What follows belongs to an exercise in optimizing a design on an open flow for small area, a short achievable clock period and few clock cycles per item; a production flow would make more cautious choices.
Only simulation tests tie the RTL to the original design; equivalence was not proved.

$ cat flow/design.v
module yrc_yuv_px (
    input  wire [7:0] y,
    input  wire [7:0] u,
    input  wire [7:0] v,
    output wire [7:0] r,
    output wire [7:0] g,
    output wire [7:0] b
);
    localparam signed [31:0] CY  = 32'sd1220542;
    localparam signed [31:0] CVR = 32'sd1673527;
    localparam signed [31:0] CVG = -32'sd852492;
    localparam signed [31:0] CUG = -32'sd409993;
    localparam signed [31:0] CUB = 32'sd2116026;
    localparam signed [31:0] HALF = 32'sd524288;    
    wire signed [31:0] uu = $signed({24'd0, u}) - 32'sd128;
    wire signed [31:0] vv = $signed({24'd0, v}) - 32'sd128;
    wire signed [31:0] yl = (y > 8'd16) ? $signed({24'd0, y - 8'd16}) : 32'sd0;
    wire signed [31:0] yy  = yl * CY;
    wire signed [31:0] ruv = HALF + CVR * vv;
    wire signed [31:0] guv = HALF + CVG * vv + CUG * uu;
    wire signed [31:0] buv = HALF + CUB * uu;
    wire signed [31:0] rs = (yy + ruv) >>> 20;
    wire signed [31:0] gs = (yy + guv) >>> 20;
    wire signed [31:0] bs = (yy + buv) >>> 20;
    assign r = (rs < 0) ? 8'd0 : (rs > 255) ? 8'd255 : rs[7:0];
    assign g = (gs < 0) ? 8'd0 : (gs > 255) ? 8'd255 : gs[7:0];
    assign b = (bs < 0) ? 8'd0 : (bs > 255) ? 8'd255 : bs[7:0];
endmodule
module yrc_gray_px (
    input  wire [7:0] r,
    input  wire [7:0] g,
    input  wire [7:0] b,
    output wire [7:0] gray
);
    wire [23:0] sum = 24'd4899 * r + 24'd9617 * g + 24'd1868 * b + 24'd8192;
    assign gray = sum[21:14];
endmodule
module yrc_pix2x2 (
    input  wire        clk,
    input  wire        rst,         
    input  wire        in_valid,
    output wire        in_ready,
    input  wire [31:0] in_y,        
    input  wire [7:0]  in_v,
    input  wire [7:0]  in_u,
    output reg         out_valid,
    input  wire        out_ready,
    output reg  [95:0] out_rgb,     
    output reg  [31:0] out_gray     
);
    wire [95:0] rgb;
    wire [31:0] gray;
    genvar k;
    generate
        for (k = 0; k < 4; k = k + 1) begin : px
            yrc_yuv_px u_yuv (
                .y(in_y[8*k +: 8]), .u(in_u), .v(in_v),
                .r(rgb[24*k +: 8]), .g(rgb[24*k+8 +: 8]), .b(rgb[24*k+16 +: 8])
            );
            yrc_gray_px u_gray (
                .r(rgb[24*k +: 8]), .g(rgb[24*k+8 +: 8]), .b(rgb[24*k+16 +: 8]),
                .gray(gray[8*k +: 8])
            );
        end
    endgenerate
    assign in_ready = !out_valid || out_ready;
    always @(posedge clk) begin
        if (rst) begin
            out_valid <= 1'b0;
        end else if (in_ready) begin
            out_valid <= in_valid;
        end
    end
    always @(posedge clk) begin
        if (in_valid && in_ready) begin
            out_rgb  <= rgb;
            out_gray <= gray;
        end
    end
endmodule
$ cat flow/run.sh
#!/bin/bash
# synth_recipe.tcl (not shown) runs the flow's synth.tcl, then flattens the netlist and writes it again
# the make line also repeats each setting of config.mk as NAME=value (left out here)
make -C /OpenROAD-flow-scripts/flow DESIGN_CONFIG=/design/flow/config.mk WORK_HOME=/design/flow/orfs CLKGATE_MAP_FILE= SYNTH_SCRIPT=/design/flow/synth_recipe.tcl finish
$ cat flow/config.mk
export PLATFORM = sky130hd
export DESIGN_NAME = yrc_pix2x2
export DESIGN_NICKNAME = yrc_pix2x2
export VERILOG_FILES = /design/flow/design.v
export SDC_FILE = /design/flow/constraint.sdc
export NUM_CORES = 4
export LEC_CHECK = 0
export CAP_MARGIN = 20
export CORE_MARGIN = 2
export CORE_UTILIZATION = 40
export SLEW_MARGIN = 20
$ cat flow/constraint.sdc
create_clock -name core_clock -period 22.0 [get_ports {clk}]
set_input_delay 4.4000 -clock core_clock [delete_from_list [all_inputs] [get_ports {clk}]]
set_output_delay 4.4000 -clock core_clock [all_outputs]
set_load 0.01 [all_outputs]
==> run notes <==
==> per-stage QoR <==
stage               utilization [%]  instance area [µm²]
floorplan                         -                60600
global placement               43.7                65500
detailed placement             43.7                65600
CTS                            44.1                66100
global route                   44.1                66200
finish                         44.1                66200
==> cell type report <==
cell class	instances	share of cell area [%]
Timing Repair Buffer	281	3.87
Multi-Input combinational cell	5045	77.4
Sequential cell	129	5.84
Tap cell	2016	3.81
Antenna cell	1	0.00378
Clock inverter	14	0.234
Inverter	1446	8.20
Clock buffer	18	0.648
==> worst min path at each step <==
stage               startpoint   endpoint
global route         out_valid  out_valid
finish               out_valid  out_valid
detailed placement   out_valid  out_valid
CTS                  out_valid  out_valid
floorplan            out_valid  out_valid
global placement     out_valid  out_valid
==> cells by family (layout without fill, tap and decap cells) <==
family | after synthesis | in the layout
XOR/XNOR | 435 | 435
adder cells (fa/ha/maj) | 2286 | 2286
AND/OR/NAND/NOR | 1056 | 1056
AO/OA/AOI/OAI | 1252 | 1252
flip-flops | 129 | 129
multiplexers | 16 | 16
other | 0 | 1
buffers and inverters | 1487 | 1759
==> tightest hold or removal path, delay by kind of cell (launching register included) <==
kind               cells  cell delay, ns
and+or+nand+nor        1            0.10
DFF                    1            0.31
AOI/OAI and AO/OA      1            0.07
==> state kept, by name, summed over array words and instances, names as in the netlist <==
register,count
out_valid,1
out_gray,32
out_rgb,96
==> Yosys cell counts (all sizes together), types with 8 or more instances <==
| cell | n |
|---|---|
| a2111oi | 13 |
| a211o | 15 |
| a211oi | 28 |
| a21boi | 22 |
| a21o | 187 |
| a21oi | 346 |
| a31o | 15 |
| a31oi | 30 |
| a41o | 14 |
| a41oi | 11 |
| and2 | 41 |
| and3 | 39 |
| and4 | 8 |
| buf | 14 |
| clkbuf | 27 |
| edfxtp | 128 |
| fa | 660 |
| ha | 1614 |
| inv | 1446 |
| maj3 | 12 |
| mux2 | 9 |
| nand2 | 195 |
| nand2b | 60 |
| nand3 | 84 |
| nand4 | 27 |
| nor2 | 318 |
| nor2b | 60 |
| nor3 | 97 |
| nor4 | 22 |
| o211a | 8 |
| o211ai | 30 |
| o21a | 129 |
| o21ai | 240 |
| o21bai | 46 |
| o311ai | 12 |
| o31a | 10 |
| o31ai | 10 |
| or2 | 46 |
| or3 | 32 |
| xnor2 | 309 |
| xor2 | 124 |
==> repair_timing <==
item,4_1_cts,5_1_grt
setup endpoints to repair,0,17
resized for setup,0,9
endpoints found under the hold margin,0,0
==> layer usage <==
metal / vias to the layer above / global-route usage, %
met5: - / 0
met4: 4 / 7.64
met3: 224 / 2.51
met2: 958 / 38.0
met1: 22700 / 29.3
li1: 23000 / -
==> results.cfg <==
[critical_path]
crit_arrival_ns = 21.15
crit_end = out_gray[7]
max_stage_delay_ns = 0.91
crit_start = in_v[1]
path_delay_family = adder cells
reg2reg_from = out_valid
crit_path_start_kind = primary input
path_max_fanout = 11
crit_path_frequent_cell = fa_1
regToRegSetupSlack_ns = 20.22
crit_required_ns = 22.23
reg2reg_depth = 3
cp.buffers_inverters = 10
reg2reg_to = out_gray[11]
slowest_stage = nor2_1
crit_cells = 62
path_class = primary input to flip-flop
crit_path_end_kind = flip-flop

[sta]
maxSlewHeadroom_pct = 20.8
worst-slew-pin-transition_ns = 1.18
layout_setup_ws_ns = 1.09
fin_skew_ns = 0.0141
rsz0062_at_grt = no
final.period_utilization_pct = 95.1
finalMaxSlewViolations = 0
timing.fmax_ghz = 0.0478
finalHoldViolations = 0
min_period_ns = 20.91
holdWs_ns = 0.525
setup_tns_ns = 0
final-setup-viol-count = 0

[synth]
yosys.area_share.xor_xnor_pct = 6.37
synth_area_leaders = ha_1, fa_1, inv_1
synth_edf_count = 128
synth_compound_gate_area_share_pct = 13.7
synth_top_area_cell = ha_1
synthAdderAreaFrac_pct = 55.3
ys_ff_latch = 129
syn_area_per_cell_um2 = 9.10
seq_area_frac_synth_pct = 6.37
syn_area_um2 = 60600
synthArstFlopShare_pct = 0
synth_flop_cell = edfxtp_1
synth_top_family_by_area = adder cells
syn_nets = 8987
ys.warnings.count = 1
synth_top_area_share_pct = 33.3
yosys.area_share.simple_pct = 8.64
synth_cell_types = 106
synth_mux_area_share_pct = 0.289
netlist_instances = 6661

[floorplanning]
core_area_um2 = 150000
num_rows = 142
io_pins = 182
fp.dieArea_um2 = 155000
start_util_pct = 40.4
die_w_um = 393
dieHeight_um = 393

[place]
hpwl_mm = 153
portBuffers = 181
dp_slack_ns = 0.512
dp_cells = 8917
gp_congestion = 0.958

[cts]
cts-htree-levels = 4
clk_pin_slew_worst_paths_ns = 0.07
cts_hold_buffers = 0
cts_max_path_buffers = 2
clock_sinks = 129
cts_root_buf = clkbuf_16
cts_made_buffers = 17
post_cts_buffers = 0
clkLatencyLatePin_ns = 0.51
cts_tree = yes

[detailed_routing]
drc = 0
routed_via_density = 5.23
wl_mm = 173
met2_length_mm = 80.8
postRouteAntennaNets = 0
firstDrtPassIters = 6
wl_met3_mm = 7.54
top_layer = met5
drt_iter0_markers = 2776
wl_per_cell_um = 19.3
vias = 46800
drt-met1-wl_mm = 77.9

[layout]
layout-drive-gt1-share_pct = 3.72
layout_commonest_cell = ha_1
multi_input_area_um2 = 51200
finalNonFillerCells = 8950
mostFrequentLayoutCells = ha_1, inv_1, fa_1, a21oi_1, nor2_1
fill_cells = 14600
regArea_um2 = 3860
fin_nets = 9246
area_growth_pct = 9.15

[status]
run_status = no timing/DRC/antenna violations

[grt]
grt_pass1_vias = 47700
antenna_found_initial = 2
grt_first_pass_wirelength_mm = 270
grt_usage_pct = 22.3
grt-ovfl-total = 0
grt_start_max_net_pins = 62

[min_path]
hp-class = flip-flop to flip-flop
holdPathStages = 2

[job]
timing.max_cap.violations = 0
Testbench counts, summed over its fixed seeds: cycles 8,004, items 8,000.

## static timing again, ports no longer ideal
In the flow no input, the clock included, has a driving cell. The finished layout below was timed again as built, in two steps.
Step 1: set_driving_cell puts a clkbuf_16 on clk and a buf_2 on each other input, an assumption about the parent block.
Step 2, shift: input delay + t, output delay - t, t = (earliest + latest rising clock arrival at the registers) / 2. This alone moves slack from input paths to output paths.
a / b / c = ideal ports / drivers / drivers and shift; a / b = the first two.
t (ns): 0.568
slack for setup (ns): 1.085 / 1.134 / 0.566
worst hold slack (ns): 0.525 / 0.525 / 0.525
worst setup path after step 2: input to register
clock arrival spread, ns: 0.021 / 0.021
After both steps this run still meets setup and hold. For this run, drivers alone change the setup slack by +0.049 ns; drivers and shift together by -0.519 ns.
